Background: an optimization exercise with open tools, aiming at small area and a short achievable clock period. Do not read the settings as production practice.
The RTL was checked by simulation tests, not by an equivalence proof against the original design.
Power is estimated from default activity; no workload was simulated.

==> design/flow/design.v <==
module rxf_crc32_byte (
    input  wire [31:0] crc_in,
    input  wire [7:0]  data,
    output reg  [31:0] crc_out
);
    integer i;
    always @* begin
        crc_out = crc_in ^ {24'd0, data};
        for (i = 0; i < 8; i = i + 1) begin
            if (crc_out[0])
                crc_out = (crc_out >> 1) ^ 32'hEDB88320;
            else
                crc_out = crc_out >> 1;
        end
    end
endmodule
module intron_rx_framer (
    input  wire         clk,
    input  wire         rst,             
    input  wire         soft_reset,      
    input  wire [47:0]  intron_sess,     
    input  wire         rx_valid,
    input  wire [7:0]   rx_data,
    input  wire         alloc_ok,        
    input  wire         cas_valid,
    input  wire [3:0]   cas_old,
    input  wire [3:0]   cas_new,
    input  wire         activity_clr,    
    input  wire         query_valid,     
    input  wire [7:0]   query_idx,
    input  wire         ap_take,         
    output reg  [3:0]   mode,
    output reg          cas_ok,
    output reg          associated,
    output reg          activity,
    output reg          mac_valid,
    output reg  [47:0]  mac,
    output reg  [7:0]   ap_count,
    output reg          ap_valid,
    output reg  [7:0]   ap_index,
    output reg  [127:0] ap_info,
    output reg          pkt_start,
    output wire [15:0]  pkt_len,
    output reg          pkt_wr,
    output wire [7:0]   pkt_data,
    output reg          pkt_end,
    output reg          pkt_good,
    output reg          evt_valid,
    output reg  [2:0]   evt_code,
    output wire [7:0]   evt_type,
    output wire [15:0]  evt_size
);
    localparam [7:0]  INTRON0 = 8'h55;
    localparam [7:0]  INTRON1 = 8'h4E;
    localparam [7:0]  SUPPORTED_VERSION = 8'h0B;
    localparam [7:0] T_DEVICE_INFO   = 8'h00;
    localparam [7:0] T_PACKET        = 8'h02;
    localparam [7:0] T_SCAN_AP_COUNT = 8'h06;
    localparam [7:0] T_SCAN_AP_INFO  = 8'h07;
    localparam [7:0] T_INVALID       = 8'h08;
    localparam [3:0] M_WAIT_INIT      = 4'd1;
    localparam [3:0] M_NEED_AP        = 4'd2;
    localparam [3:0] M_CONNECTING_AP  = 4'd3;
    localparam [3:0] M_RUNNING        = 4'd4;
    localparam [3:0] M_WRONG_FIRMWARE = 4'd6;
    localparam [2:0] E_CRC_MISMATCH   = 3'd1;
    localparam [2:0] E_OUT_OF_SYNC    = 3'd2;
    localparam [2:0] E_LENGTH_ERROR   = 3'd3;
    localparam [2:0] E_UNKNOWN_TYPE   = 3'd4;
    localparam [2:0] E_PROTOCOL_ERROR = 3'd5;
    localparam [31:0] CRC_55 = 32'h36FCB509;
    reg  [3:0]   pos;        
    reg          pay;        
    reg          fixd;       
    reg          strm;       
    reg  [15:0]  cnt;        
    reg  [31:0]  crc;
    reg  [31:0]  rcrc;       
    reg  [7:0]   rtype;
    reg  [7:0]   rvar;
    reg  [119:0] fbuf;       
    reg          lq_valid;
    reg  [7:0]   lq_idx;
    assign pkt_len  = cnt;
    assign evt_size = cnt;
    assign evt_type = rtype;
    assign pkt_data = fbuf[7:0];
    wire take = rx_valid & ~soft_reset;
    wire seek = ~pay & ~pos[3];
    wire hdr  = ~pay &  pos[3];
    reg  [7:0] iexp;
    always @* begin
        case (pos[2:0])
            3'd0: iexp = INTRON0;
            3'd1: iexp = INTRON1;
            3'd2: iexp = intron_sess[7:0];
            3'd3: iexp = intron_sess[15:8];
            3'd4: iexp = intron_sess[23:16];
            3'd5: iexp = intron_sess[31:24];
            3'd6: iexp = intron_sess[39:32];
            default: iexp = intron_sess[47:40];
        endcase
    end
    wire hit    = (rx_data == iexp);
    wire is55   = (rx_data == INTRON0);
    wire [16:0] sk0 = {1'b0, cnt} + {14'd0, pos[2:0]};
    wire [16:0] sk1 = {1'b0, cnt} + {14'd0, pos[2:0]} + 17'd1;
    wire [15:0] sk0s = sk0[16] ? 16'hFFFF : sk0[15:0];
    wire [15:0] sk1s = sk1[16] ? 16'hFFFF : sk1[15:0];
    wire [31:0] crc_step;
    rxf_crc32_byte u_crc (
        .crc_in  (crc),
        .data    (rx_data),
        .crc_out (crc_step)
    );
    function [7:0] tinv;
        input [7:0] a;
        begin
            tinv[0] = a[0] ^ a[1] ^ a[3] ^ a[5] ^ a[7];
            tinv[1] = a[1] ^ a[2] ^ a[4] ^ a[6];
            tinv[2] = a[2] ^ a[3] ^ a[5] ^ a[7];
            tinv[3] = a[3] ^ a[4] ^ a[6];
            tinv[4] = a[4] ^ a[5] ^ a[7];
            tinv[5] = a[5] ^ a[6];
            tinv[6] = a[0] ^ a[1] ^ a[3] ^ a[5] ^ a[6];
            tinv[7] = a[1] ^ a[2] ^ a[4] ^ a[6] ^ a[7];
        end
    endfunction
    function [31:0] ctab;
        input [7:0] i;
        integer k;
        begin
            ctab = {24'd0, i};
            for (k = 0; k < 8; k = k + 1)
                ctab = ctab[0] ? ((ctab >> 1) ^ 32'hEDB88320) : (ctab >> 1);
        end
    endfunction
    wire [7:0]  ck_idx  = tinv(~rcrc[31:24]);
    wire [31:0] ck_tab  = ctab(ck_idx);
    wire [7:0]  ck_byte = ck_idx ^ crc[7:0];
    wire        ck_rest = ((crc[31:8] ^ ck_tab[23:0]) == ~rcrc[23:0]);
    wire        frame_ok = ck_rest & (rx_data == ck_byte);
    wire        ka_rest = (rcrc[23:0] == ~crc[31:8]);
    wire        ka_ok   = ka_rest & (rx_data == ~crc[7:0]);
    wire hend      = hdr & (pos[2:0] == 3'd7);
    wire size_zero = (cnt == 16'd0);
    wire t_dev  = (rtype == T_DEVICE_INFO);
    wire t_pkt  = (rtype == T_PACKET);
    wire t_cnt  = (rtype == T_SCAN_AP_COUNT);
    wire t_info = (rtype == T_SCAN_AP_INFO);
    wire t_inv  = (rtype == T_INVALID);
    wire t_fix  = t_dev | t_cnt | t_info;
    wire len_ok = (t_dev  & (cnt == 16'd6)) |
                  (t_cnt  & (cnt == 16'd1)) |
                  (t_info & (cnt == 16'd16));
    wire plast  = (cnt == 16'd1);
    wire v_nz   = (rvar != 8'd0);
    wire ka_end   = take & hend & t_pkt & size_zero;
    wire pkt_fin  = take & pay & strm & plast;
    wire fix_fin  = take & pay & fixd & plast;
    wire link_ok  = (ka_end & ka_ok) | (pkt_fin & frame_ok);
    wire dev_ok   = fix_fin & frame_ok & t_dev;
    wire fill     = fix_fin & frame_ok & t_info & lq_valid & (rvar == lq_idx);
    wire cnt_ok   = fix_fin & frame_ok & t_cnt;
    wire       cas_hit = cas_valid & ~soft_reset & (mode == cas_old);
    wire [3:0] mode_c  = cas_hit ? cas_new : mode;
    reg  [3:0] mode_n;
    always @* begin
        mode_n = mode_c;
        if (soft_reset)
            mode_n = M_WAIT_INIT;
        else if (dev_ok) begin
            if (mode_c == M_WAIT_INIT)
                mode_n = (rvar == SUPPORTED_VERSION) ? M_NEED_AP : M_WRONG_FIRMWARE;
        end else if (link_ok & v_nz &
                     ((mode_c == M_NEED_AP) | (mode_c == M_CONNECTING_AP)))
            mode_n = M_RUNNING;
    end
    wire evt_n = take & (
        (seek & hit & (pos[2:0] == 3'd7) & ~size_zero) |
        (hend & (t_inv | (t_pkt & size_zero & ~ka_ok) | (t_fix & ~len_ok) |
                 ~(t_pkt | t_fix))) |
        (pay & (strm | fixd) & plast & ~frame_ok));
    wire [2:0] evt_code_n =
        seek  ? E_OUT_OF_SYNC :
        ~hend ? E_CRC_MISMATCH :
        t_inv ? E_PROTOCOL_ERROR :
        t_pkt ? E_CRC_MISMATCH :
        t_fix ? E_LENGTH_ERROR : E_UNKNOWN_TYPE;
    always @(posedge clk) begin
        if (rst | soft_reset) begin
            pos <= 4'd0;
            pay <= 1'b0;
            cnt <= 16'd0;
        end else if (rx_valid) begin
            if (seek) begin
                if (hit)
                    pos <= pos + 4'd1;
                else begin
                    pos <= {3'd0, is55};
                    cnt <= is55 ? sk0s : sk1s;
                end
            end else if (hdr) begin
                pos <= pos + 4'd1;
                if (pos[2:1] == 2'b01)
                    cnt <= {cnt[7:0], rx_data};
                if (pos[2:0] == 3'd7) begin
                    pay <= ~size_zero;
                end
            end else begin
                cnt <= cnt - 16'd1;
                if (plast)
                    pay <= 1'b0;
            end
        end
    end
    always @(posedge clk) begin
        if (rx_valid & hend) begin
            fixd <= t_fix & len_ok;
            strm <= t_pkt & alloc_ok;
        end
    end
    always @(posedge clk) begin
        if (take & hdr) begin
            if (pos[2:0] == 3'd0) rtype <= rx_data;
            if (pos[2:0] == 3'd1) rvar  <= rx_data;
            if (pos[2])           rcrc  <= {rcrc[23:0], rx_data};
        end
        if (take) begin
            if (seek)
                crc <= (hit & (pos[2:0] != 3'd0)) ? crc_step : CRC_55;
            else if (pay | ~pos[2])
                crc <= crc_step;
        end
    end
    always @(posedge clk) begin
        if (rx_valid)
            fbuf <= {fbuf[111:0], rx_data};
    end
    always @(posedge clk) begin
        if (rst) begin
            mode       <= M_WAIT_INIT;
            cas_ok     <= 1'b0;
            associated <= 1'b0;
            activity   <= 1'b0;
            mac_valid  <= 1'b0;
            ap_count   <= 8'd0;
            ap_valid   <= 1'b0;
            lq_valid   <= 1'b0;
            pkt_start  <= 1'b0;
            pkt_wr     <= 1'b0;
            pkt_end    <= 1'b0;
            evt_valid  <= 1'b0;
        end else begin
            mode       <= mode_n;
            cas_ok     <= cas_hit;
            if (soft_reset)
                associated <= 1'b0;
            else if (link_ok)
                associated <= v_nz;
            activity   <= (activity & ~activity_clr) | link_ok;
            if (dev_ok & (rvar == SUPPORTED_VERSION))
                mac_valid <= 1'b1;
            if (cnt_ok)
                ap_count <= rx_data;
            ap_valid   <= fill | (ap_valid & ~ap_take);
            if (query_valid)
                lq_valid <= 1'b1;
            pkt_start  <= take & hend & t_pkt & ~size_zero & alloc_ok;
            pkt_wr     <= take & pay & strm;
            pkt_end    <= (soft_reset & pay & strm) | pkt_fin;
            evt_valid  <= evt_n;
        end
    end
    always @(posedge clk) begin
        if (query_valid)
            lq_idx <= query_idx;
        if (dev_ok & (rvar == SUPPORTED_VERSION))
            mac <= {fbuf[39:0], rx_data};
        if (fill) begin
            ap_index <= rvar;
            ap_info  <= {fbuf[119:0], rx_data};
        end
        pkt_good <= ~soft_reset & frame_ok;
        evt_code <= evt_code_n;
    end
endmodule
==> design/flow/run.sh <==
#!/bin/bash
# synth_recipe.tcl (not shown) runs the flow's synth.tcl, then flattens the netlist and writes it again
# the make line also repeats each setting of config.mk as NAME=value (left out here)
make -C /OpenROAD-flow-scripts/flow DESIGN_CONFIG=/design/flow/config.mk WORK_HOME=/design/flow/orfs CLKGATE_MAP_FILE= SYNTH_SCRIPT=/design/flow/synth_recipe.tcl finish
==> design/flow/config.mk <==
export PLATFORM = sky130hd
export DESIGN_NAME = intron_rx_framer
export DESIGN_NICKNAME = intron_rx_framer
export VERILOG_FILES = /design/flow/design.v
export SDC_FILE = /design/flow/constraint.sdc
export NUM_CORES = 4
export LEC_CHECK = 0
export CAP_MARGIN = 20
export CORE_MARGIN = 2
export CORE_UTILIZATION = 40
export PLACE_DENSITY = 0.6
export SLEW_MARGIN = 20
==> design/flow/constraint.sdc <==
create_clock -name core_clock -period 8.0 [get_ports {clk}]
set_input_delay 1.6000 -clock core_clock [delete_from_list [all_inputs] [get_ports {clk}]]
set_output_delay 1.6000 -clock core_clock [all_outputs]
set_load 0.01 [all_outputs]
==> reports/results.txt, run 1 <==
Unique masters post-synth - 78
hold buffer count at cts - 0
TritonCTS Buffers - 46
required time of the critical path - 8.21 ns
largest net degree at the start of global routing - 78
Crit. End Element - register
CP Cell Sequence - clkdlybuf4s50_1 > xor2_1 > nand3_1 > a22oi_1 > o2111ai_1 > nor4_1 > nand3_1 > nor2_4 > buf_4
core area - 0.0456 sq mm
initial antenna violation count - 2
first-pass GRT wire length - 72,500 um
CTS root buffer - clkbuf_16
WP buf/inv - 2
CP top delay family - simple AND/OR/NAND/NOR gates
post-synth net total - 1,356
Synth area leaders - edfxtp_1, xnor2_1, dfxtp_1
gr usage total - 20.3%
min-delay worst type - reg2reg
register area share after synthesis - 68.8%
PwrDens - 210 mW/mm^2
Pwr Total - 5.04 mW
commonest cells after routing, fill and taps aside - edfxtp_1, clkdlybuf4s50_1, xnor2_1
EDFF count, synth - 394
area grow syn2layout - 29.3%
post-layout min period - 5.44 ns
row count - 78
WL/cell - 22.2 um
height of the die - 219 um
post-route design area - 0.0240 sq mm
Max VDD drop - 0.146 mV
Mapped Cells - 1,258
area leader, netlist - edfxtp_1
post-CTS setup buffer count - 0
crit-path max FO - 34
Post-Route WL - 49,400 um
drt initial violations - 1,158
ANT nets after route - 0
CP max-delay cell - clkdlybuf4s50_1
Most common cell on crit path - nand3_1
Nets - 1,686
CTS sink count - 441
final setup TNS - 0 ns
WHS - 0.420 ns
Final period util - 68.0%
CP Class - in2reg
GP Congestion - 0.908
Worst slew margin - 25.0%
YS warnings - 2
Top FF cell, synth - edfxtp_1
Reg clk slew, reported paths - 0.06 ns
Synth Cell Area - 0.0186 sq mm
DP Area - 0.0225 sq mm
slowest stage delay, CP - 0.81 ns
Residual DRC - 0
CTS tree - done
crit path launch type - primary input
Vias - 11.8k
H-tree depth - 2
slew at the pin closest to its max-slew limit - 1.12 ns
PortBufs - 337
vias in the first global route - 11.4k
CTS max path bufs - 3
DR pass1 iterations - 6
Synth Register Bits - 441
worst clock skew - 0.0227 ns
die area - 0.0481 sq mm
Yosys top cell area share - 63.7%
Peak Freq - 0.184 GHz
final count of negative-setup-slack endpoints - 0
Leak - 8.13 nW
critical path arrival - 5.66 ns
gr ovfl total - 0
fraction of registers with async set/reset - 0%
fraction of layout cells with a size suffix above 1 - 7.58%
I/O pin cnt - 338
outcome - no timing/DRC/antenna violations
die width - 219 um
Initial Util - 40.7%
most common cell after layout, fill and taps aside - edfxtp_1
Via density - 5.29
DPL Wire Length - 35,100 um
total of max-cap violations - 0
RSZ-0062 raised after global routing - false
Synth Area per Inst - 14.8 sq um
post_cts resized - 0
final hold violations - 0
Final Slew Violations - 0
worst skew pair latency - 0.58 ns
-- layer usage --
layer / track usage, % / share of wire, % / vias up
li1: - / - / 5405
met1: 28.8 / 44 / 5788
met2: 31.6 / 46 / 495
met3: 4.44 / 7.9 / 75
met4: 5.25 / 2.2 / 0
met5: 0 / 0 / -
-- area by class of cell --
class / instances / area [sq um]
antenna: 1 / 2.50
clock buffer: 51 / 1180
clock inverter: 31 / 352
fill: 3849 / 21600
inverter: 25 / 93.8
multi-input combinational: 716 / 5320
sequential: 441 / 12800
tap: 600 / 751
timing repair buffer: 358 / 3530
-- sequential cells by signal (all words and copies together), names as in the netlist, 3 cells and up --
name	count
mac	48
rtype	8
pos	4
fbuf	120
cnt	16
ap_count	8
evt_code	3
ap_info	128
rcrc	32
lq_idx	8
mode	4
crc	32
ap_index	8
rvar	8
-- power breakdown --
group	switching, mW	internal [mW]	total (mW)
Clock	0.873	1.29	2.16
Combinational	0.148	0.133	0.281
Sequential	0.0362	2.56	2.59
-- worst paths after layout --
path / from / end / slack (ns) / cells past startpoint
setup reg to reg: cnt[1]$_SDFFE_PP0P_ / cnt[3]$_SDFFE_PP0P_ / 3.18 / 10
hold reg to reg: fbuf[116]$_DFFE_PP_ / ap_info[124]$_DFFE_PP_ / 0.42 / 0
setup / recovery: rx_data[3] / mac[17]$_DFFE_PP_ / 2.56 / 9
hold / removal: fbuf[116]$_DFFE_PP_ / ap_info[124]$_DFFE_PP_ / 0.42 / 0
-- through the flow --
stage                     std cells  worst slack, ns  util (%)
after floorplan                1258           0.0412         -
after CTS                      2222             2.50      52.7
after detailed placement       2140             1.86      49.3
after global placement         2140             2.04      49.3
final                          2223             2.56      52.7
after global routing           2222             2.17      52.7
-- Yosys cell counts (all sizes together) (6+ instances only) --
cell	n
xnor2	127
xnor3	9
o211ai	6
a211oi	14
a31oi	15
edfxtp	394
buf	38
mux2i	23
nand2b	7
nor4b	9
ha	16
nor4	19
nor2	70
a22oi	8
a221oi	24
nand2	66
nand3	26
or2	10
clkbuf	38
mux2	6
or3	9
o21ai	19
and3	11
nor2b	13
xor2	42
inv	24
a21o	6
dfxtp	47
nand4	17
or4	7
nor3	24
a21oi	30
-- logic make-up (layout without fill, tap and decap cells) --
family / count (synthesis) / in the layout / synth area share, %
flops: 441 / 441 / 68.8
simple gates: 317 / 317 / 9.05
xor+xnor: 182 / 182 / 9.94
compound gates: 171 / 171 / 6.74
buf+inv: 101 / 465 / 2.67
mux: 29 / 29 / 1.60
fa+ha+maj: 17 / 17 / 1.19
other cells: 0 / 1 / 0
==> run 2: changes to the inputs <==
--- a/design/flow/config.mk
+++ b/design/flow/config.mk
@@ -7,6 +7,7 @@
 export LEC_CHECK = 0
 export CAP_MARGIN = 20
 export CORE_MARGIN = 2
-export CORE_UTILIZATION = 40
-export PLACE_DENSITY = 0.6
+export CORE_UTILIZATION = 60
+export PLACE_DENSITY = 0.7
+export SETUP_SLACK_MARGIN = 5
 export SLEW_MARGIN = 20
==> run 2 against run 1 <==
Critical path depth is 1 higher. Largest power group unchanged. Highest routed layer unchanged. Total power is 2.6% higher. Clock skew is 0.0065 ns higher. Core utilization is 34 points higher. Still clean. Synthesized cell count stayed put. Clock power is 3% higher. Largest cell class unchanged. Register-to-register slack better by 0.85 ns. Global-route usage is 17 points higher. Non-clock buffer count is 133 higher. Fmax is 36% higher. First-iteration DRC count is 76% higher. Critical endpoint is now mode[1]$_SDFF_PP0_.
==> reports/results.txt, run 2 <==
max reg flops - 128 (unchanged)
PwrDens - 196 mW/mm^2 (-6.4%)
I/O pin cnt - 338 (unchanged)
most common cell after layout, fill and taps aside - edfxtp_1
most flop-heavy register - ap_info
final worst setup slack - 3.99 ns (+1.43 ns)
CP max-delay cell - or4b_4
Fill cells - 1,331 (-65%)
YS warnings - 2 (unchanged)
Max VDD drop - 0.259 mV (+78%)
Synth Cell Area - 0.0186 sq mm (unchanged)
area grow syn2layout - 41.8%
crit-path max FO - 2 (-94%)
Finished Core Util - 86.2% (+34 points)
post-route design area - 0.0263 sq mm (+9.6%)
CTS max path bufs - 3 (unchanged)
Top FF cell, synth - edfxtp_1
outcome - no timing/DRC/antenna violations
WL/cell - 30.0 um (+35%)
first-pass GRT wire length - 89,800 um (+24%)
row count - 64 (-18%)
final hold violations - 0 (unchanged)
Final period util - 50.1% (-18 points)
final std cells w/o fill - 2,158 (-2.9%)
DP Area - 0.0225 sq mm (about the same)
Largest regs - ap_info x128, fbuf x120, mac x48
Mapped Cells - 1,258 (unchanged)
list of most frequent post-synthesis cells - edfxtp_1, xnor2_1, nor2_1
count leader, synth - edfxtp_1
Crit. End Element - register
Via density - 6.48 (+22%)
dpl ws - 2.11 ns (+0.251 ns)
worst skew pair latency - 0.57 ns (about the same)
PortBufs - 337 (unchanged)
H-tree depth - 2 (unchanged)
CTS tree - done
Synth Area per Inst - 14.8 sq um (unchanged)
DP Cell Count - 1,933 (-9.7%)
post-synth net total - 1,356 (unchanged)
Yosys top cell area share - 63.7% (unchanged)
Worst Setup SP - rx_data[1]
register area share after synthesis - 68.8% (unchanged)
CTS sink count - 441 (unchanged)
Nets - 1,822 (+8.1%)
Worst slew margin - 44.9% (+20 points)
CP Class - in2reg
RSZ-0062 raised after global routing - true
height of the die - 180 um (-18%)
Post-Route WL - 64,700 um (+31%)
Residual DRC - 0 (unchanged)
fraction of layout cells with a size suffix above 1 - 23.5% (+16 points)
gr usage total - 37.2% (+17 points)
slowest stage delay, CP - 0.55 ns (-0.26 ns)
DR pass1 iterations - 5 (-1)
required time of the critical path - 8.45 ns (+0.24 ns)
DPL Wire Length - 33,700 um (-3.9%)
initial antenna violation count - 1 (-1)
Reg clk slew, reported paths - 0.07 ns (about the same)
Leak - 10.0 nW (+24%)
area leader, netlist - edfxtp_1
fraction of registers with async set/reset - 0% (unchanged)
vias in the first global route - 13.5k (+18%)
TritonCTS Buffers - 44 (-4.3%)
WHS - 0.423 ns (+0.00249 ns)
min-delay worst type - reg2reg
Pwr Total - 5.17 mW (+2.6%)
Unique masters post-synth - 78 (unchanged)
largest net degree at the start of global routing - 78 (unchanged)
ANT nets after route - 0 (unchanged)
CTS root buffer - clkbuf_16
final setup TNS - 0 ns (unchanged)
Vias - 14.0k (+19%)
GP Congestion - 0.876 (-3.5%)
Synth area leaders - edfxtp_1, xnor2_1, dfxtp_1
slew at the pin closest to its max-slew limit - 0.823 ns (-0.300 ns)
die width - 180 um (-18%)
hold buffer count at cts - 0 (unchanged)
Final Slew Violations - 0 (unchanged)
die area - 0.0324 sq mm (-33%)
total of max-cap violations - 0 (unchanged)
CP Cell Sequence - clkdlybuf4s15_1 > buf_8 > xnor2_4 > xnor2_2 > or4b_1 > or4b_4 > a2111oi_4 > a32oi_2 > or4b_4 > o211a_1
worst hold start - fbuf[113]$_DFFE_PP_
drt initial violations - 2,041 (+76%)
FF-to-FF Start - crc[25]$_DFFE_PP_
EDFF count, synth - 394 (unchanged)
Most common cell on crit path - or4b_4
gr ovfl total - 0 (unchanged)
final count of negative-setup-slack endpoints - 0 (unchanged)
critical path arrival - 4.46 ns (-1.20 ns)
Synth Register Bits - 441 (unchanged)
commonest cells after routing, fill and taps aside - edfxtp_1, dlygate4sd2_1, xnor2_1
worst clock skew - 0.0292 ns (+0.00654 ns)
crit path launch type - primary input
core area - 0.0305 sq mm (-33%)
Initial Util - 60.8% (+20 points)
post-layout min period - 4.01 ns (-1.43 ns)
Peak Freq - 0.249 GHz (+36%)
-- run 2: changes by cell type in the layout (fill, tap and decap cells not counted), moves of 15 or more --
cell	delta
buf_12	+26
buf_16	+18
buf_4	+65
buf_6	+19
clkdlybuf4s50_1	-288
dfxtp_1	-19
dfxtp_4	+15
dlygate4sd2_1	+269
nand2_1	-21
-- run 2: area by class of cell --
| class | count | area (sq um) | area share (%) |
|---|---|---|---|
| Clock buffer | 53 | 1170 | 4.43 |
| Tap cell | 396 | 495 | 1.88 |
| Sequential cell | 441 | 12800 | 48.8 |
| Inverter | 25 | 98.8 | 0.376 |
| Multi-Input combinational cell | 721 | 6260 | 23.8 |
| Clock inverter | 29 | 352 | 1.34 |
| Antenna cell | 2 | 5.00 | 0.0190 |
| Timing Repair Buffer | 491 | 5110 | 19.4 |
-- run 2: worst paths after layout --
check	to	slack, ns	cells after the start
worst max register to register	ap_info[42]$_DFFE_PP_	4.03	13
worst max-delay path	mode[1]$_SDFF_PP0_	3.99	10
worst min register to register	ap_info[121]$_DFFE_PP_	0.42	0
worst min-delay path	ap_info[121]$_DFFE_PP_	0.42	0
-- run 2: power by group --
part	switching [mW]	internal, mW
combinational	0.197	0.152
sequential	0.0439	2.55
clock	0.966	1.26
-- run 2: repair_timing --
| action | CTS | global route |
|---|---|---|
| buffers inserted | 87 | 23 |
| gates resized for setup | 509 | 62 |
| endpoints found under the setup margin | 650 | 329 |
| cloned | 24 | 7 |
| pin swaps | 61 | 26 |
| hold endpoints to repair | 0 | 0 |
-- run 2: critical path, delay by kind of cell --
family	cells	cell delay [ns]
buffers and inverters	2	0.33
AO/OA/AOI/OAI	3	0.62
XOR/XNOR	2	0.30
AND/OR/NAND/NOR	3	1.60
-- run 2: cells by family after synthesis --
family	Yosys count	share of synthesized area [%]
mux	29	1.60
simple gates	317	9.05
compound gates	171	6.74
xor+xnor	182	9.94
buf+inv	101	2.67
flops	441	68.8
fa+ha+maj	17	1.19
-- run 2: layer usage --
layer	GRT usage, %	vias to the layer above	wire length (um)
li1	-	5708	-
met1	47.4	6924	22600
met2	63.1	1153	32300
met3	7.66	201	6770
met4	14.4	0	2980
met5	0	-	0
==> run 3: changes to the inputs <==
--- a/design/flow/config.mk
+++ b/design/flow/config.mk
@@ -5,9 +5,11 @@
 export SDC_FILE = /design/flow/constraint.sdc
 export NUM_CORES = 4
 export LEC_CHECK = 0
+export ABC_CLOCK_PERIOD_IN_PS = 2500
 export CAP_MARGIN = 20
 export CORE_MARGIN = 2
 export CORE_UTILIZATION = 60
+export CTS_BUF_LIST = sky130_fd_sc_hd__clkbuf_4 sky130_fd_sc_hd__clkbuf_8
 export PLACE_DENSITY = 0.7
 export SETUP_SLACK_MARGIN = 5
 export SLEW_MARGIN = 20
==> run 3 against run 2 <==
Clock-buffer cell count rose by 39. Non-clock buffer count decreased by 9. Largest cell class unchanged. Core utilization shrank 1.4 points. Sequential power is essentially flat.
==> reports/results.txt, run 3 <==
outcome - no timing/DRC/antenna violations
Via density - 6.09 (-6.1%)
Worst Setup SP - rx_data[7]
Final Slew Violations - 0 (unchanged)
TritonCTS Buffers - 69 (+57%)
register area share after synthesis - 68.8% (unchanged)
drt initial violations - 1,685 (-17%)
Largest regs - ap_info x128, fbuf x120, mac x48
Nets - 1,838 (+0.88%)
gr ovfl total - 0 (unchanged)
Top FF cell, synth - edfxtp_1
hold-critical path depth - 0 (unchanged)
initial antenna violation count - 2 (+1)
Synth area leaders - edfxtp_1, xnor2_1, dfxtp_1
Reg clk slew, reported paths - 0.07 ns (about the same)
register area - 0.0128 sq mm (about the same)
Antenna Diode Count - 0 (-2)
post-route design area - 0.0259 sq mm (-1.6%)
Crit. End Element - register
Mapped Cells - 1,258 (unchanged)
row count - 64 (unchanged)
Vias - 13.3k (-4.7%)
list of most frequent post-synthesis cells - edfxtp_1, xnor2_1, nor2_1
Pwr Total - 5.00 mW (-3.2%)
required time of the critical path - 8.51 ns (+0.06 ns)
crit path launch type - primary input
Leak - 9.89 nW (-1.5%)
CTS sink count - 441 (unchanged)
DR pass1 iterations - 6 (+1)
height of the die - 180 um (unchanged)
commonest cells after routing, fill and taps aside - edfxtp_1, dlygate4sd2_1, xnor2_1
crit-path max FO - 2 (unchanged)
die area - 0.0324 sq mm (unchanged)
Yosys top cell area share - 63.7% (unchanged)
count leader, synth - edfxtp_1
EDFF count, synth - 394 (unchanged)
PwrDens - 193 mW/mm^2 (-1.7%)
Synth Register Bits - 441 (unchanged)
core area - 0.0305 sq mm (unchanged)
DP Cell Count - 1,933 (unchanged)
ANT nets after route - 0 (unchanged)
Finished Core Util - 84.9% (-1.4 points)
capturing point of the worst reg2reg path - mode[2]$_SDFF_PP0_
post-layout min period - 3.97 ns (-0.0446 ns)
FF-to-FF Start - rcrc[31]$_DFFE_PP_
final std cells w/o fill - 2,189 (+1.4%)
first-pass GRT wire length - 79,200 um (-12%)
Initial Util - 60.8% (unchanged)
final count of negative-setup-slack endpoints - 0 (unchanged)
Fill cells - 1,534 (+15%)
area leader, netlist - edfxtp_1
hold path endpoint - ap_info[120]$_DFFE_PP_
Synth Area per Inst - 14.8 sq um (unchanged)
min-delay worst type - reg2reg
Final period util - 49.6% (-0.56 points)
CTS root buffer - clkbuf_8
hold buffer count at cts - 0 (unchanged)
YS warnings - 2 (unchanged)
critical path arrival - 4.48 ns (+0.02 ns)
largest net degree at the start of global routing - 78 (unchanged)
DP Area - 0.0225 sq mm (unchanged)
Post-Route WL - 57,100 um (-12%)
footprint of the multi-input gates - 0.00627 sq mm (+0.26%)
PortBufs - 337 (unchanged)
GP Congestion - 0.876 (unchanged)
RSZ-0062 raised after global routing - true
CP Class - in2reg
Peak Freq - 0.252 GHz (+1.1%)
CTS tree - done
most flop-heavy register - ap_info
final hold violations - 0 (unchanged)
Unique masters post-synth - 78 (unchanged)
fraction of registers with async set/reset - 0% (unchanged)
CTS max path bufs - 3 (unchanged)
worst hold start - fbuf[112]$_DFFE_PP_
Residual DRC - 0 (unchanged)
slew at the pin closest to its max-slew limit - 0.817 ns (-0.00655 ns)
most common cell after layout, fill and taps aside - edfxtp_1
area grow syn2layout - 39.5%
flop-to-flop setup slack - 4.08 ns (+0.05 ns)
die width - 180 um (unchanged)
max reg flops - 128 (unchanged)
worst skew pair latency - 0.62 ns (+0.05 ns)
I/O pin cnt - 338 (unchanged)
Synth Cell Area - 0.0186 sq mm (unchanged)
dpl ws - 2.11 ns (unchanged)
post-synth net total - 1,356 (unchanged)
worst clock skew - 0.0500 ns (+0.0208 ns)
final setup TNS - 0 ns (unchanged)
R2R depth - 9 (-4)
Max VDD drop - 0.161 mV (-38%)
DPL Wire Length - 33,700 um (unchanged)
H-tree depth - 3 (+1)
fraction of layout cells with a size suffix above 1 - 25.3% (+1.8 points)
Worst slew margin - 45.0% (+0.11 points)
WHS - 0.420 ns (-0.00341 ns)
gr usage total - 32.5% (-4.7 points)
vias in the first global route - 12.8k (-5.1%)
final worst setup slack - 4.03 ns (+0.0446 ns)
total of max-cap violations - 0 (unchanged)
WL/cell - 26.1 um (-13%)
-- run 3: cell types whose count changed in the layout (fill, tap and decap cells not counted), moves of 3 or more --
cell             delta
clkbuf_8           +71
a221oi_2            +3
buf_12              -6
dlygate4sd2_1       -6
clkbuf_16          -43
clkbuf_4           +19
clkinv_1            +7
buf_4               +7
clkdlybuf4s50_1     +4
buf_16             -12
clkbuf_1            -7
-- run 3: how the worst max path moves through the flow --
stage / endpoint / slack [ns] / cells after the start
global placement: ap_info[101]$_DFFE_PP_ / 2.25 / 9
global route: mode[2]$_SDFF_PP0_ / 3.97 / 11
detailed placement: ap_info[101]$_DFFE_PP_ / 2.11 / 9
floorplan: ap_index[0]$_DFFE_PP_ / 0.36 / 7
finish: mode[2]$_SDFF_PP0_ / 4.03 / 11
CTS: mode[2]$_SDFF_PP0_ / 3.89 / 11
-- run 3: logic make-up after synthesis --
logic type                 Yosys count  synth area share (%)
DFF                                441                  68.8
and+or+nand+nor                    317                  9.05
xor gates and xnor gates           182                  9.94
AOI/OAI and AO/OA                  171                  6.74
buffers and inverters              101                  2.67
muxes                               29                  1.60
adders and majority gates           17                  1.19
-- run 3: area by class of cell --
class	instances	area share, %
Clock buffer	92	4.41
Tap cell	396	1.91
Inverter	25	0.416
Multi-Input combinational cell	721	24.2
Clock inverter	32	1.29
Sequential cell	441	49.6
Timing Repair Buffer	482	18.2
-- run 3: power breakdown --
part	leakage [nW]	internal (mW)	switching, mW	total [mW]
Clock	0.759	1.14	0.926	2.06
Sequential	4.01	2.55	0.0398	2.59
Combinational	5.12	0.155	0.190	0.345
-- run 3: worst max-delay path, stage by stage --
cell and delay [ns]:
buf_6 0.10, buf_12 0.12, xnor2_4 0.18, nor2_2 0.06
nand4bb_1 0.17, or4b_1 0.52, or4b_4 0.54, a2111oi_4 0.27
a32oi_2 0.19, or4b_4 0.53, a31oi_1 0.19
-- run 3: routing by layer --
layer	part of all wire (%)	GRT usage (%)
met4	3.3	11.5
met5	0.023	0
met1	37	42.4
met2	50	53.9
met3	10	7.46
-- run 3: timing repair --
| action | in CTS | in global routing |
|---|---|---|
| pin swaps | 63 | 38 |
| gates cloned | 9 | 10 |
| setup endpoints to repair | 574 | 361 |
| buffers inserted | 72 | 41 |
| resized for setup | 466 | 106 |
==> run 4: changes to the inputs <==
==> design/flow/flow/run.sh (new file) <==
#!/bin/bash
# Standard layout, with the smallest buffer on every port.
set -euo pipefail
bash standard.sh "BUFFER_PORTS_ARGS=-buffer_cell sky130_fd_sc_hd__buf_1" finish > standard.log 2>&1
==> design/flow/standard.sh (new file) <==
#!/bin/bash
# synth_recipe.tcl (not shown) runs the flow's synth.tcl, then flattens the netlist and writes it again
# the make line also repeats each setting of config.mk as NAME=value (left out here)
make -C /OpenROAD-flow-scripts/flow DESIGN_CONFIG=/design/flow/config.mk WORK_HOME=/design/flow/orfs CLKGATE_MAP_FILE= SYNTH_SCRIPT=/design/flow/synth_recipe.tcl "${@:-finish}"
==> design/flow/config.mk (replaced) <==
export PLATFORM = sky130hd
export DESIGN_NAME = intron_rx_framer
export DESIGN_NICKNAME = intron_rx_framer
export VERILOG_FILES = /design/flow/design.v
export SDC_FILE = /design/flow/constraint.sdc
export NUM_CORES = 4
export LEC_CHECK = 0
export CAP_MARGIN = 20
export CORE_MARGIN = 2
export CORE_UTILIZATION = 60
export PLACE_DENSITY = 0.7
export SETUP_SLACK_MARGIN = 5
export SLEW_MARGIN = 20
removed: design/flow/run.sh
==> run 4 against run 3 <==
Largest cell class unchanged. Still clean. Die area unchanged. Wire length grew 2.7%. Via count is 0.47% higher. Critical path depth rose by 3.
==> reports/results.txt, run 4 <==
TritonCTS Buffers - 43 (-38%)
GP Congestion - 0.890 (+1.6%)
CP Class - reg2reg
post-synth net total - 1,356 (unchanged)
required time of the critical path - 8.26 ns (-0.25 ns)
Yosys top cell area share - 63.7% (unchanged)
most common cell after layout, fill and taps aside - edfxtp_1
Reg clk slew, reported paths - 0.06 ns (about the same)
area leader, netlist - edfxtp_1
ANT nets after route - 0 (unchanged)
Worst Setup EP - ap_info[80]$_DFFE_PP_
worst skew pair latency - 0.55 ns (-0.07 ns)
total of max-cap violations - 0 (unchanged)
H-tree depth - 2 (-1)
slew at the pin closest to its max-slew limit - 0.942 ns (+0.125 ns)
final count of negative-setup-slack endpoints - 0 (unchanged)
Mapped Cells - 1,258 (unchanged)
commonest cells after routing, fill and taps aside - edfxtp_1, buf_1, xnor2_1
critical path arrival - 4.32 ns (-0.16 ns)
vias in the first global route - 13.0k (+1.2%)
Max VDD drop - 0.146 mV (-9.1%)
FF-to-FF Start - rcrc[27]$_DFFE_PP_
die area - 0.0324 sq mm (unchanged)
flop-to-flop setup slack - 3.94 ns (-0.14 ns)
Leak - 8.36 nW (-15%)
max reg flops - 128 (unchanged)
height of the die - 180 um (unchanged)
Top FF cell, synth - edfxtp_1
DPL Wire Length - 31,300 um (-7.1%)
RSZ-0062 raised after global routing - true
Pwr Total - 4.90 mW (-2.0%)
DR pass1 iterations - 5 (-1)
Residual DRC - 0 (unchanged)
register area share after synthesis - 68.8% (unchanged)
Largest regs - ap_info x128, fbuf x120, mac x48
largest net degree at the start of global routing - 76 (-2.6%)
Crit. End Element - register
Final period util - 50.8% (+1.2 points)
YS warnings - 2 (unchanged)
fraction of layout cells with a size suffix above 1 - 21.3% (-4.0 points)
Post-Route WL - 58,600 um (+2.7%)
area grow syn2layout - 31.0%
gr usage total - 34.6% (+2.1 points)
initial antenna violation count - 5 (+3)
CTS max path bufs - 3 (unchanged)
EDFF count, synth - 394 (unchanged)
Finished Core Util - 79.7% (-5.2 points)
Via density - 6.25 (+2.8%)
final hold violations - 0 (unchanged)
crit path launch type - register
PortBufs - 337 (unchanged)
Vias - 13.4k (+0.47%)
PwrDens - 202 mW/mm^2 (+4.4%)
Worst Setup SP - rcrc[27]$_DFFE_PP_
crit-path max FO - 8 (+6)
row count - 64 (unchanged)
DP Area - 0.0203 sq mm (-9.5%)
post-layout min period - 4.06 ns (+0.0967 ns)
I/O pin cnt - 338 (unchanged)
die width - 180 um (unchanged)
Peak Freq - 0.246 GHz (-2.4%)
CTS tree - done
Worst slew margin - 37.1% (-8.0 points)
WL/cell - 27.4 um (+5.1%)
Synth Area per Inst - 14.8 sq um (unchanged)
list of most frequent post-synthesis cells - edfxtp_1, xnor2_1, nor2_1
outcome - no timing/DRC/antenna violations
core area - 0.0305 sq mm (unchanged)
CTS root buffer - clkbuf_16
Initial Util - 60.8% (unchanged)
Synth Cell Area - 0.0186 sq mm (unchanged)
CTS sink count - 441 (unchanged)
Nets - 1,808 (-1.6%)
first-pass GRT wire length - 83,900 um (+6.0%)
R2R depth - 14 (+5)
WHS - 0.424 ns (+0.00431 ns)
final setup TNS - 0 ns (unchanged)
Unique masters post-synth - 78 (unchanged)
Final Slew Violations - 0 (unchanged)
drt initial violations - 1,737 (+3.1%)
count leader, synth - edfxtp_1
Synth area leaders - edfxtp_1, xnor2_1, dfxtp_1
gr ovfl total - 0 (unchanged)
post-route design area - 0.0243 sq mm (-6.1%)
min-delay worst type - reg2reg
fraction of registers with async set/reset - 0% (unchanged)
worst clock skew - 0.0202 ns (-0.0298 ns)
Synth Register Bits - 441 (unchanged)
capturing point of the worst reg2reg path - ap_info[80]$_DFFE_PP_
most flop-heavy register - ap_info
## run 4: cell counts after synthesis
No cell type changed its count.
## run 4: what timing repair did
item / 4_1_cts / 5_1_grt
buffers inserted: 85 / 10
pin swaps: 32 / 30
setup endpoints to repair: 340 / 285
hold buffers: 0 / 0
gates cloned: 31 / 3
resized for setup: 161 / 59
## run 4: worst max-delay path, stage by stage, from the launching register on
cell and delay, ns:
edfxtp_1 0.47, xor3_2 0.55, xnor3_1 0.35, xnor2_1 0.40, nor4b_4 0.36, a2bb2oi_2 0.18, nor4_4 0.31, nand4_1 0.21
nor4_4 0.19, buf_6 0.14, buf_12 0.11, buf_12 0.13, buf_8 0.14, buf_12 0.11, buf_16 0.12
## run 4: layout make-up
type / count / area [sq um]
inverter: 25 / 98.8
clock inverter: 21 / 179
multi-input combinational: 720 / 6220
tap: 396 / 495
antenna: 5 / 12.5
clock buffer: 53 / 1130
timing repair buffer: 479 / 3380
fill: 1669 / 6200
sequential: 441 / 12800
## run 4: worst min path at each step
stage | startpoint | end | slack, ns | cells after the start
floorplan | fbuf[112]$_DFFE_PP_ | ap_info[120]$_DFFE_PP_ | 0.40 | 0
global route | fbuf[117]$_DFFE_PP_ | ap_info[125]$_DFFE_PP_ | 0.43 | 0
detailed placement | fbuf[118]$_DFFE_PP_ | ap_info[126]$_DFFE_PP_ | 0.41 | 0
CTS | fbuf[117]$_DFFE_PP_ | ap_info[125]$_DFFE_PP_ | 0.42 | 0
global placement | fbuf[118]$_DFFE_PP_ | ap_info[126]$_DFFE_PP_ | 0.40 | 0
finish | fbuf[116]$_DFFE_PP_ | ap_info[124]$_DFFE_PP_ | 0.42 | 0
## run 4: layer usage
metal | vias to the layer above | global-route usage (%) | routed length [um]
met5 | - | 0 | 0
met4 | 0 | 14.6 | 2440
li1 | 5677 | - | -
met3 | 159 | 8.67 | 6340
met1 | 6545 | 44.4 | 21200
met2 | 1004 | 56.6 | 28700
## run 4: cells by family after synthesis
group | after synthesis | share of synthesized area, %
AOI/OAI and AO/OA | 171 | 6.74
xor gates and xnor gates | 182 | 9.94
adders and majority gates | 17 | 1.19
buffers and inverters | 101 | 2.67
DFF | 441 | 68.8
muxes | 29 | 1.60
and+or+nand+nor | 317 | 9.05
## run 4: metrics by stage
stage,cells,worst slack [ns]
floorplan,1258,0.358
global route,2137,3.91
CTS,2121,3.90
global placement,1931,2.85
finish,2140,3.94
detailed placement,1931,2.78
## run 4: power by group
group / leakage, nW / internal [mW] / total (mW) / switching [mW]
combinational: 3.71 / 0.126 / 0.303 / 0.176
sequential: 4.00 / 2.56 / 2.60 / 0.0464
clock: 0.651 / 1.08 / 2.00 / 0.917

==> what the ideal ports hide <==
In the flow no input, the clock included, has a driving cell. The finished layouts below were timed again as built, in two steps.
Step 1, drivers: a clkbuf_16 drives clk and a buf_2 each remaining input, both assumed.
Step 2 times the ports against the registers' clock, not the clock port: input delays grow and output delays shrink by t, the midpoint of the rising clock arrivals with the driver on.
Slacks: ideal ports / drivers / drivers and shift; pairs: ideal ports / drivers.
run | t, ns | setup slack, ns | clock arrival spread, ns
run 1 | 0.623 | 2.557 / 2.585 / 1.962 | 0.022 / 0.022
run 2 | 0.605 | 3.989 / 4.005 / 3.400 | 0.029 / 0.030
run 3 | 0.642 | 4.034 / 4.049 / 3.407 | 0.054 / 0.054
run 4 | 0.599 | 3.937 / 3.937 / 3.437 | 0.021 / 0.021
After both steps setup and hold are still met in every run listed. The setup slack of run 3, which loses most, moves by +0.015 ns with the drivers and by -0.627 ns with both steps.
